Context: an optimization exercise on an open-source flow, tuned for small area. The choices shown serve that exercise and are no tape-out recipe. RTL that was checked went through simulation tests only; none was proved equivalent to the original. Power is estimated from default activity; no workload was simulated.

## MS
==> flow/design.v (excerpt) <==
module reefmon_core (
    input  wire        clk,
    input  wire        rst,
    input  wire        ev_valid,
    input  wire [2:0]  ev_type,
    input  wire [7:0]  ev_data,
    output wire        rd_valid,
    output wire [7:0]  rd_data,
    input  wire        clr_err,
    input  wire        en_we,
    input  wire        en_val,
    input  wire        pub_valid,
    input  wire [15:0] pub_raw,
    input  wire [15:0] pub_hum_t,
    input  wire [15:0] pub_hum_h,
    input  wire [15:0] pub_depth,
    output wire        error,
    output wire [63:0] channels,
    input  wire        tick_us,
    input  wire        ow_start,
    input  wire        ow_in,
    output wire        ow_drive_low,
    output wire        ow_busy,
    output wire        ow_done,
    output wire        ow_ok,
    output wire [15:0] ow_raw,
    output wire [7:0]  ow_int,
    output wire [15:0] ow_frac
);
For scale: about 1000 cells after synthesis, ~260 flip-flops, ~200 I/O pins, about 0.011 mm^2 of cells after synthesis.
==> flow/config.mk <==
export PLATFORM = sky130hd
export DESIGN_NAME = reefmon_core
export DESIGN_NICKNAME = reefmon_core
export VERILOG_FILES = /design/flow/design.v
export SDC_FILE = /design/flow/constraint.sdc
export NUM_CORES = 4
export LEC_CHECK = 0
export CAP_MARGIN = 20
export CORE_MARGIN = 2
export CORE_UTILIZATION = 60
export SLEW_MARGIN = 20
==> flow/constraint.sdc <==
create_clock -name core_clock -period 10.0 [get_ports {clk}]
set_input_delay 2.0000 -clock core_clock [delete_from_list [all_inputs] [get_ports {clk}]]
set_output_delay 2.0000 -clock core_clock [all_outputs]
set_load 0.01 [all_outputs]
standard.sh (not shown) runs the stock make flow with config.mk's settings and CLKGATE_MAP_FILE= SYNTH_SCRIPT=/design/flow/synth_recipe.tcl, a recipe that flattens the netlist after the stock synthesis.
==> flow/flow/run.sh <==
#!/bin/bash
# Layout: the standard flow (standard.sh) with two changes that only
# shrink buffering: the port buffers use the smallest buffer cell, and the
# clock tree uses larger sink clusters of clkbuf_8 and no dummy loads.
set -o pipefail
export BUFFER_PORTS_ARGS="-buffer_cell sky130_fd_sc_hd__buf_1"
export CTS_ARGS="-sink_clustering_enable -repair_clock_nets -dont_use_dummy_load -buf_list sky130_fd_sc_hd__clkbuf_8 -sink_clustering_size 20 -sink_clustering_max_diameter 100"
bash standard.sh > standard.log 2>&1
Edits applied to the flow inputs when going from MS to TR:
-- flow/flow/run.sh --
<<< MS, line 7
export CTS_ARGS="-sink_clustering_enable -repair_clock_nets -dont_use_dummy_load -buf_list sky130_fd_sc_hd__clkbuf_8 -sink_clustering_size 20 -sink_clustering_max_diameter 100"
>>> TR, line 7
export CTS_ARGS="-sink_clustering_enable -repair_clock_nets -dont_use_dummy_load -buf_list sky130_fd_sc_hd__clkbuf_16 -sink_clustering_size 30 -sink_clustering_max_diameter 120"
### Flow results
TR vs. MS: wire length flat, final area up 80 um^2, vias after detailed routing down 39.
Function was not checked in any run of this note: the RTL went through the layout flow alone.

## the previous run
Another version of the RTL of reefmon_core (not shown whole).
For scale: ~1400 cells after synthesis, about 260 flip-flops, about 200 I/O pins, roughly 12000 um2 of cells after synthesis.
==> flow/config.mk <==
export PLATFORM = sky130hd
export DESIGN_NAME = reefmon_core
export DESIGN_NICKNAME = reefmon_core
export VERILOG_FILES = /design/flow/design.v
export SDC_FILE = /design/flow/constraint.sdc
export NUM_CORES = 4
export LEC_CHECK = 0
export ABC_AREA = 1
export CAP_MARGIN = 20
export CORE_MARGIN = 2
export CORE_UTILIZATION = 60
export CTS_BUF_LIST = sky130_fd_sc_hd__clkbuf_4 sky130_fd_sc_hd__clkbuf_8
export SLEW_MARGIN = 20
==> flow/constraint.sdc <==
create_clock -name core_clock -period 10.0 [get_ports {clk}]
set_input_delay 2.0000 -clock core_clock [delete_from_list [all_inputs] [get_ports {clk}]]
set_output_delay 2.0000 -clock core_clock [all_outputs]
set_load 0.01 [all_outputs]
==> flow/flow/run.sh <==
#!/bin/bash
# Layout: the standard flow (standard.sh), with the port buffers made
# from the smallest buffer cell rather than the one buffer_ports picks.
set -o pipefail
export BUFFER_PORTS_ARGS="-buffer_cell sky130_fd_sc_hd__buf_1"
bash standard.sh > standard.log 2>&1
Edits applied to the flow inputs when going from the previous run to the current run:
- CORE_UTILIZATION changed from 60 to 70
- CTS_CLUSTER_SIZE newly set to 30
- CTS_BUF_LIST changed from sky130_fd_sc_hd__clkbuf_4 sky130_fd_sc_hd__clkbuf_8 to sky130_fd_sc_hd__clkbuf_2 sky130_fd_sc_hd__clkbuf_4
- The current run vs. the previous run: worst hold slack now sits at about the same level, power closely matched the old numbers, number of cells in the finished layout apart from fillers now sits at about the same level, internal power component decreased by 1.2% relative to the old numbers, final area shows a reduction of about 0.46%.
- The current run reports a higher number of cells traversed by the worst register-to-register path than the previous run does.
- Compared with the previous run, the current run shows a lower vertical die dimension.
- The current run completed every stage of the flow, and the final layout passed the timing, DRC and antenna checks.
- Sequential portion of the cell area: the current run > the previous run
- As of the current run, number of placed instances with taps included had fallen by a few percent compared to the previous run.
No run of this note included a check of the RTL's function; only the layout flow was run.

Setup of job 9024:
reefmon_core, a different RTL version from the one above (not shown whole).
Size in the first run: ~200 I/O pins, roughly 9500 sq um of cells after synthesis.
==> flow/config.mk <==
export PLATFORM = sky130hd
export DESIGN_NAME = reefmon_core
export DESIGN_NICKNAME = reefmon_core
export VERILOG_FILES = /design/flow/design.v
export SDC_FILE = /design/flow/constraint.sdc
export NUM_CORES = 4
export LEC_CHECK = 0
export CAP_MARGIN = 20
export CORE_MARGIN = 2
export CORE_UTILIZATION = 60
export SLEW_MARGIN = 20
==> flow/constraint.sdc <==
create_clock -name core_clock -period 10.0 [get_ports {clk}]
set_input_delay 2.0000 -clock core_clock [delete_from_list [all_inputs] [get_ports {clk}]]
set_output_delay 2.0000 -clock core_clock [all_outputs]
set_load 0.01 [all_outputs]
==> flow/flow/run.sh <==
#!/bin/bash
# Layout flow: the standard flow (standard.sh), with three changes that
# only affect how the same registers are laid out:
#  1. after the standard synthesis, the logic between the registers is
#     re-mapped for area (ABC's area mapper, six rounds, area.abc), and the
#     load/hold/reset logic in front of plain flip-flops is rebuilt as a22o
#     cells (a22o_rewrite.py); the registers, their names and cell types are
#     kept as the standard synthesis made them;
#  2. the port buffers use the smallest buffer cell;
#  3. the clock tree uses sink clusters of clkbuf_8 and no dummy loads.
# Each tool writes its full output to a log file in this folder.
set -euo pipefail
export BUFFER_PORTS_ARGS="-buffer_cell sky130_fd_sc_hd__buf_1"
export CTS_ARGS="-sink_clustering_enable -repair_clock_nets -dont_use_dummy_load -buf_list sky130_fd_sc_hd__clkbuf_4 -sink_clustering_size 10 -sink_clustering_max_diameter 50"

bash standard.sh synth > synth.log 2>&1

R=$PWD/orfs/results/sky130hd/reefmon_core/base
LIB=$FLOW_HOME/platforms/sky130hd/lib/sky130_fd_sc_hd__tt_025C_1v80.lib
DONT_USE=$(awk '/^export DONT_USE_CELLS/ {f=1} f {print; if ($0 !~ /\\$/) exit}' $FLOW_HOME/platforms/sky130hd/config.mk \
           | tr -s ' \t\\' '\n' | grep '^sky130' | sed 's/^/-dont_use /' | tr '\n' ' ')
cp $R/1_2_yosys.v standard_synth.v
cat > reopt.ys <<EOS
read_liberty -ignore_miss_func $LIB
read_verilog standard_synth.v
hierarchy -top $FLOW_TOP
# registers (and the tie cell) stay as they are; the logic cells become gates
blackbox sky130_fd_sc_hd__dfxtp_1 sky130_fd_sc_hd__edfxtp_1 sky130_fd_sc_hd__conb_1
flatten
rename -hide w:* i:* %d o:* %d
opt_clean -purge
abc -liberty $LIB $DONT_USE -script $PWD/flow/area.abc
opt_clean -purge
write_verilog -noattr -noexpr -nohex -nodec reopt1.v
EOS
yosys -s reopt.ys > reopt.log 2>&1

# load/hold/reset logic in front of plain flip-flops as a22o cells
python3 flow/a22o_rewrite.py $LIB reopt1.v reopt2.v > a22o_rewrite.log 2>&1

cat > finish_netlist.ys <<EOS
read_liberty -lib $LIB
read_verilog reopt2.v
hierarchy -top $FLOW_TOP
opt_clean -purge
hilomap -singleton -hicell sky130_fd_sc_hd__conb_1 HI -locell sky130_fd_sc_hd__conb_1 LO
splitnets
opt_clean -purge
insbuf -buf sky130_fd_sc_hd__buf_4 A X
tee -o reopt_stat.txt stat -liberty $LIB
write_verilog -noattr -noexpr -nohex -nodec reopt.v
EOS
yosys -s finish_netlist.ys > finish_netlist.log 2>&1

# a register the standard synthesis made must not be lost or renamed
grep -oE 'sky130_fd_sc_hd__e?dfxtp_1 +[^ ]+' standard_synth.v | sort > regs_std.txt
grep -oE 'sky130_fd_sc_hd__e?dfxtp_1 +[^ ]+' reopt.v | sort > regs_reopt.txt
cmp regs_std.txt regs_reopt.txt

# the re-mapped netlist must do what the standard synthesis's does (registers
# paired by name); if the proof fails, lay out the standard netlist instead
cat > equiv.ys <<EOS
read_liberty -ignore_miss_func $LIB
read_verilog standard_synth.v
rename $FLOW_TOP gold
read_verilog reopt.v
rename $FLOW_TOP gate
flatten gold gate
opt_clean
equiv_make gold gate eq
hierarchy -top eq
equiv_simple -seq 2
equiv_induct
equiv_status -assert
EOS
if yosys -s equiv.ys > equiv.log 2>&1; then
  cp reopt.v $R/1_2_yosys.v
else
  echo "re-mapped netlist not proven equivalent: using the standard one" >> equiv.log
  cp standard_synth.v $R/1_2_yosys.v
fi
rm -f $R/1_synth.odb $R/1_synth.sdc
bash standard.sh > standard.log 2>&1
Other scripts of this flow, unchanged in this note and not shown: flow/flow/a22o_rewrite.py, flow/flow/area.abc
Changes in job 1753 relative to job 9024:
-- flow/flow/run.sh --
<<< job 9024, line 9
#  2. the port buffers use the smallest buffer cell;
#  3. the clock tree uses sink clusters of clkbuf_8 and no dummy loads.
# Each tool writes its full output to a log file in this folder.
>>> job 1753, line 9
#  2. the port buffers use the smallest buffer cell;
#  3. the clock tree uses small sink clusters of clkbuf_4 and no dummy loads.
# Each tool writes its full output to a log file in this folder.
<<< job 9024, line 13
export BUFFER_PORTS_ARGS="-buffer_cell sky130_fd_sc_hd__buf_1"
export CTS_ARGS="-sink_clustering_enable -repair_clock_nets -dont_use_dummy_load -buf_list sky130_fd_sc_hd__clkbuf_4 -sink_clustering_size 10 -sink_clustering_max_diameter 50"

>>> job 1753, line 13
export BUFFER_PORTS_ARGS="-buffer_cell sky130_fd_sc_hd__buf_1"
export CTS_ARGS="-sink_clustering_enable -repair_clock_nets -dont_use_dummy_load -buf_list sky130_fd_sc_hd__clkbuf_4 -sink_clustering_size 10 -sink_clustering_max_diameter 35"

==> comparison <==
- Going from job 9024 to job 1753, leakage power figure grew slightly.
- Taking job 9024 as the reference, in job 1753 share of the clock period used by the worst path went down; starting density of the core did not really move; final net count went up; sum of internal, switching and leakage power went up; clock-buffer cell count went up.
Changes in job 4049 relative to job 1753:
-- flow/flow/run.sh --
<<< job 1753, line 9
#  2. the port buffers use the smallest buffer cell;
#  3. the clock tree uses small sink clusters of clkbuf_4 and no dummy loads.
# Each tool writes its full output to a log file in this folder.
>>> job 4049, line 9
#  2. the port buffers use the smallest buffer cell;
#  3. the clock tree uses sink clusters of clkbuf_8 and no dummy loads.
# Each tool writes its full output to a log file in this folder.
<<< job 1753, line 13
export BUFFER_PORTS_ARGS="-buffer_cell sky130_fd_sc_hd__buf_1"
export CTS_ARGS="-sink_clustering_enable -repair_clock_nets -dont_use_dummy_load -buf_list sky130_fd_sc_hd__clkbuf_4 -sink_clustering_size 10 -sink_clustering_max_diameter 35"

>>> job 4049, line 13
export BUFFER_PORTS_ARGS="-buffer_cell sky130_fd_sc_hd__buf_1"
export CTS_ARGS="-sink_clustering_enable -repair_clock_nets -dont_use_dummy_load -buf_list sky130_fd_sc_hd__clkbuf_8 -sink_clustering_size 16 -sink_clustering_max_diameter 80"

==> comparison <==
- Diff job 4049..job 1753 | power | negligible
- Compared with job 1753, job 4049 shows a global-route usage that is 0.49 points lower.
- Of job 4049 and job 1753, it is job 4049 that has the higher maximum frequency.
- Clock tree buffer count of the final layout, job 1753 and job 4049: higher on job 1753

## run A
Starting RTL as in the previous note.
clock: 10.0 ns
lec_check: 0
cap_margin: 20
core_margin: 2
core_utilization: 60
slew_margin: 20
==> flow/flow/run.sh <==
#!/bin/bash
# Layout flow: the standard flow (standard.sh), with three changes that
# only affect how the same registers are laid out:
#  1. after the standard synthesis, the logic between the registers is
#     re-mapped for area (ABC's area mapper, six rounds, area.abc), and the
#     load/hold/reset logic in front of plain flip-flops is rebuilt as a22o
#     cells (a22o_rewrite.py); the registers, their names and cell types are
#     kept as the standard synthesis made them;
#  2. the port buffers use the smallest buffer cell;
#  3. the clock tree uses small sink clusters of clkbuf_4 and no dummy loads.
# Each tool writes its full output to a log file in this folder.
set -euo pipefail
export BUFFER_PORTS_ARGS="-buffer_cell sky130_fd_sc_hd__buf_1"
export CTS_ARGS="-sink_clustering_enable -repair_clock_nets -dont_use_dummy_load -buf_list sky130_fd_sc_hd__clkbuf_4 -sink_clustering_size 8 -sink_clustering_max_diameter 40"

bash standard.sh synth > synth.log 2>&1

R=$PWD/orfs/results/sky130hd/reefmon_core/base
LIB=$FLOW_HOME/platforms/sky130hd/lib/sky130_fd_sc_hd__tt_025C_1v80.lib
DONT_USE=$(awk '/^export DONT_USE_CELLS/ {f=1} f {print; if ($0 !~ /\\$/) exit}' $FLOW_HOME/platforms/sky130hd/config.mk \
           | tr -s ' \t\\' '\n' | grep '^sky130' | sed 's/^/-dont_use /' | tr '\n' ' ')
cp $R/1_2_yosys.v standard_synth.v
cat > reopt.ys <<EOS
read_liberty -ignore_miss_func $LIB
read_verilog standard_synth.v
hierarchy -top $FLOW_TOP
# registers (and the tie cell) stay as they are; the logic cells become gates
blackbox sky130_fd_sc_hd__dfxtp_1 sky130_fd_sc_hd__edfxtp_1 sky130_fd_sc_hd__conb_1
flatten
rename -hide w:* i:* %d o:* %d
opt_clean -purge
abc -liberty $LIB $DONT_USE -script $PWD/flow/area.abc
opt_clean -purge
write_verilog -noattr -noexpr -nohex -nodec reopt1.v
EOS
yosys -s reopt.ys > reopt.log 2>&1

# load/hold/reset logic in front of plain flip-flops as a22o cells
python3 flow/a22o_rewrite.py $LIB reopt1.v reopt2.v > a22o_rewrite.log 2>&1

cat > finish_netlist.ys <<EOS
read_liberty -lib $LIB
read_verilog reopt2.v
hierarchy -top $FLOW_TOP
opt_clean -purge
hilomap -singleton -hicell sky130_fd_sc_hd__conb_1 HI -locell sky130_fd_sc_hd__conb_1 LO
splitnets
opt_clean -purge
insbuf -buf sky130_fd_sc_hd__buf_4 A X
tee -o reopt_stat.txt stat -liberty $LIB
write_verilog -noattr -noexpr -nohex -nodec reopt.v
EOS
yosys -s finish_netlist.ys > finish_netlist.log 2>&1

# a register the standard synthesis made must not be lost or renamed
grep -oE 'sky130_fd_sc_hd__e?dfxtp_1 +[^ ]+' standard_synth.v | sort > regs_std.txt
grep -oE 'sky130_fd_sc_hd__e?dfxtp_1 +[^ ]+' reopt.v | sort > regs_reopt.txt
cmp regs_std.txt regs_reopt.txt

# the re-mapped netlist must do what the standard synthesis's does (registers
# paired by name); if the proof fails, lay out the standard netlist instead
cat > equiv.ys <<EOS
read_liberty -ignore_miss_func $LIB
read_verilog standard_synth.v
rename $FLOW_TOP gold
read_verilog reopt.v
rename $FLOW_TOP gate
flatten gold gate
opt_clean
equiv_make gold gate eq
hierarchy -top eq
equiv_simple -seq 2
equiv_induct
equiv_status -assert
EOS
if yosys -s equiv.ys > equiv.log 2>&1; then
  cp reopt.v $R/1_2_yosys.v
else
  echo "re-mapped netlist not proven equivalent: using the standard one" >> equiv.log
  cp standard_synth.v $R/1_2_yosys.v
fi
rm -f $R/1_synth.odb $R/1_synth.sdc
bash standard.sh > standard.log 2>&1
Other scripts of this flow, unchanged in this note and not shown: flow/flow/a22o_rewrite.py, flow/flow/area.abc
Run A was carried through to the last stage, and its layout satisfied the timing, DRC and antenna checks.
Relative to run A, the following input files were edited for run B:
diff --git a/flow/flow/run.sh b/flow/flow/run.sh
--- a/flow/flow/run.sh
+++ b/flow/flow/run.sh
@@ -10 +10 @@
-#  3. the clock tree uses small sink clusters of clkbuf_4 and no dummy loads.
+#  3. the clock tree uses sink clusters of clkbuf_8 and no dummy loads.
@@ -14 +14 @@
-export CTS_ARGS="-sink_clustering_enable -repair_clock_nets -dont_use_dummy_load -buf_list sky130_fd_sc_hd__clkbuf_4 -sink_clustering_size 8 -sink_clustering_max_diameter 40"
+export CTS_ARGS="-sink_clustering_enable -repair_clock_nets -dont_use_dummy_load -buf_list {sky130_fd_sc_hd__clkbuf_4 sky130_fd_sc_hd__clkbuf_8} -sink_clustering_size 10 -sink_clustering_max_diameter 50"
Results
Run B finished every stage and its layout cleared the timing, DRC and antenna checks. From run A to run B the numbers moved as follows: detail-routed via count per cell rose 0.37%; number of global-route vias before repair fell by 1.0%. The global router's overall resource usage number comes out lower for run B vs run A. Run comparison: run B startpoint of the worst setup timing path u_bus.op[1]$_DFFE_PP_; run A startpoint of the worst setup timing path u_bus.op[0]$_DFFE_PP_. Relative to run A, starting DRC count in detailed routing has gone down in run B. Looking at hold slack, run B sits 0.015 ns lower than run A does. Compared to run A, run B has final cell count 0.89% lower. Looking at via count across both flows, run B is the stronger of the two, with run A trailing. Between run B and run A, fmax is higher for run B, run A comes in under that.
--- input diff run B..run C ---
diff --git a/flow/flow/run.sh b/flow/flow/run.sh
--- a/flow/flow/run.sh
+++ b/flow/flow/run.sh
@@ -14 +14 @@
-export CTS_ARGS="-sink_clustering_enable -repair_clock_nets -dont_use_dummy_load -buf_list {sky130_fd_sc_hd__clkbuf_4 sky130_fd_sc_hd__clkbuf_8} -sink_clustering_size 10 -sink_clustering_max_diameter 50"
+export CTS_ARGS="-sink_clustering_enable -repair_clock_nets -dont_use_dummy_load -buf_list sky130_fd_sc_hd__clkbuf_8 -sink_clustering_size 20 -sink_clustering_max_diameter 60"
Results
Count of non-CTS buffers in the layout delta (run C -> run B): insignificant. Run B has a higher wire length of the first global-routing pass than run C. Cell area | run C vs run B | run C smaller. Of run B and run C, the higher met1 track demand over resource belongs to run C. Compared with run B, in run C wire length fell by 2.1%, share of layout cells above drive strength 1 lost 1.1 points. On run C: combinational power is about 0.5% lower than what run B gave. Run C ended with less number of global-route vias before repair than run B. On count of clock-buffer cells in the layout: between run B and run C, it ends up lower for run C. Of run B and run C, run C shows the higher worst hold slack after final layout, with run B below it.
Modified inputs, run D compared to run C
diff --git a/flow/flow/run.sh b/flow/flow/run.sh
--- a/flow/flow/run.sh
+++ b/flow/flow/run.sh
@@ -10 +10 @@
-#  3. the clock tree uses sink clusters of clkbuf_8 and no dummy loads.
+#  3. the clock tree uses small sink clusters of clkbuf_4 and no dummy loads.
@@ -14 +14 @@
-export CTS_ARGS="-sink_clustering_enable -repair_clock_nets -dont_use_dummy_load -buf_list sky130_fd_sc_hd__clkbuf_8 -sink_clustering_size 20 -sink_clustering_max_diameter 60"
+export CTS_ARGS="-sink_clustering_enable -repair_clock_nets -dont_use_dummy_load -buf_list sky130_fd_sc_hd__clkbuf_4 -sink_clustering_size 10 -sink_clustering_max_diameter 50"
### Flow results
Delta (run D minus run C): synthesis-to-finish area growth ~0 delta; area of all placed cells without fillers ~0 delta; count of instances resized after the clock tree is built ~0 delta.
Run D reached the end of the flow, and the finished layout is clean on the timing, DRC and antenna checks.
No stage failed in run C, and the final checks on the layout all came back clean.
Run C and run D ended up with roughly the same multi-input gate share of the layout cell area.
Looking at total detailed-routing wirelength, run D sits about 0.6% higher than run C does.
Sort run D and run C by met2 wire length desc -> top: run D

-- re-timing with driven ports --
Ports are ideal in the flow. The routed layouts listed here were re-timed in OpenROAD.
Step 1 (the two cells are an assumption about what drives the block):
set clk [get_ports {clk}]
set_driving_cell -lib_cell sky130_fd_sc_hd__clkbuf_16 $clk
set_driving_cell -lib_cell sky130_fd_sc_hd__buf_2 [delete_from_list [all_inputs] $clk]
Step 2, shift: input delay + t, output delay - t, t = (earliest + latest rising clock arrival at the registers) / 2. This alone moves slack from input paths to output paths.
a / b / c = no drivers / after step 1 / after step 2; a / b = the first two.
run | shift t [ns] | slack for setup (ns) | worst data-port slew with drivers (ns) | pins driven straight from the clock port
MS | 0.557 | 5.296 / 5.252 / 5.489 | 0.05 | 1
TR | 0.510 | 5.327 / 5.278 / 5.491 | 0.06 | 1
the previous run | 0.593 | 4.370 / 4.327 / 4.920 | 0.06 | 1
the current run | 0.707 | 4.223 / 4.182 / 4.889 | 0.06 | 1
job 9024 | 0.678 | 4.225 / 4.186 / 4.865 | 0.07 | 1
job 1753 | 0.647 | 4.301 / 4.263 / 4.910 | 0.07 | 1
job 4049 | 0.532 | 4.364 / 4.326 / 4.858 | 0.08 | 1
run A | 0.655 | 4.291 / 4.252 / 4.907 | 0.08 | 1
run B | 0.573 | 4.370 / 4.332 / 4.904 | 0.08 | 1
run C | 0.537 | 4.369 / 4.331 / 4.868 | 0.07 | 1
run D | 0.678 | 4.225 / 4.186 / 4.865 | 0.07 | 1
After both steps setup and hold are still met in every run listed.
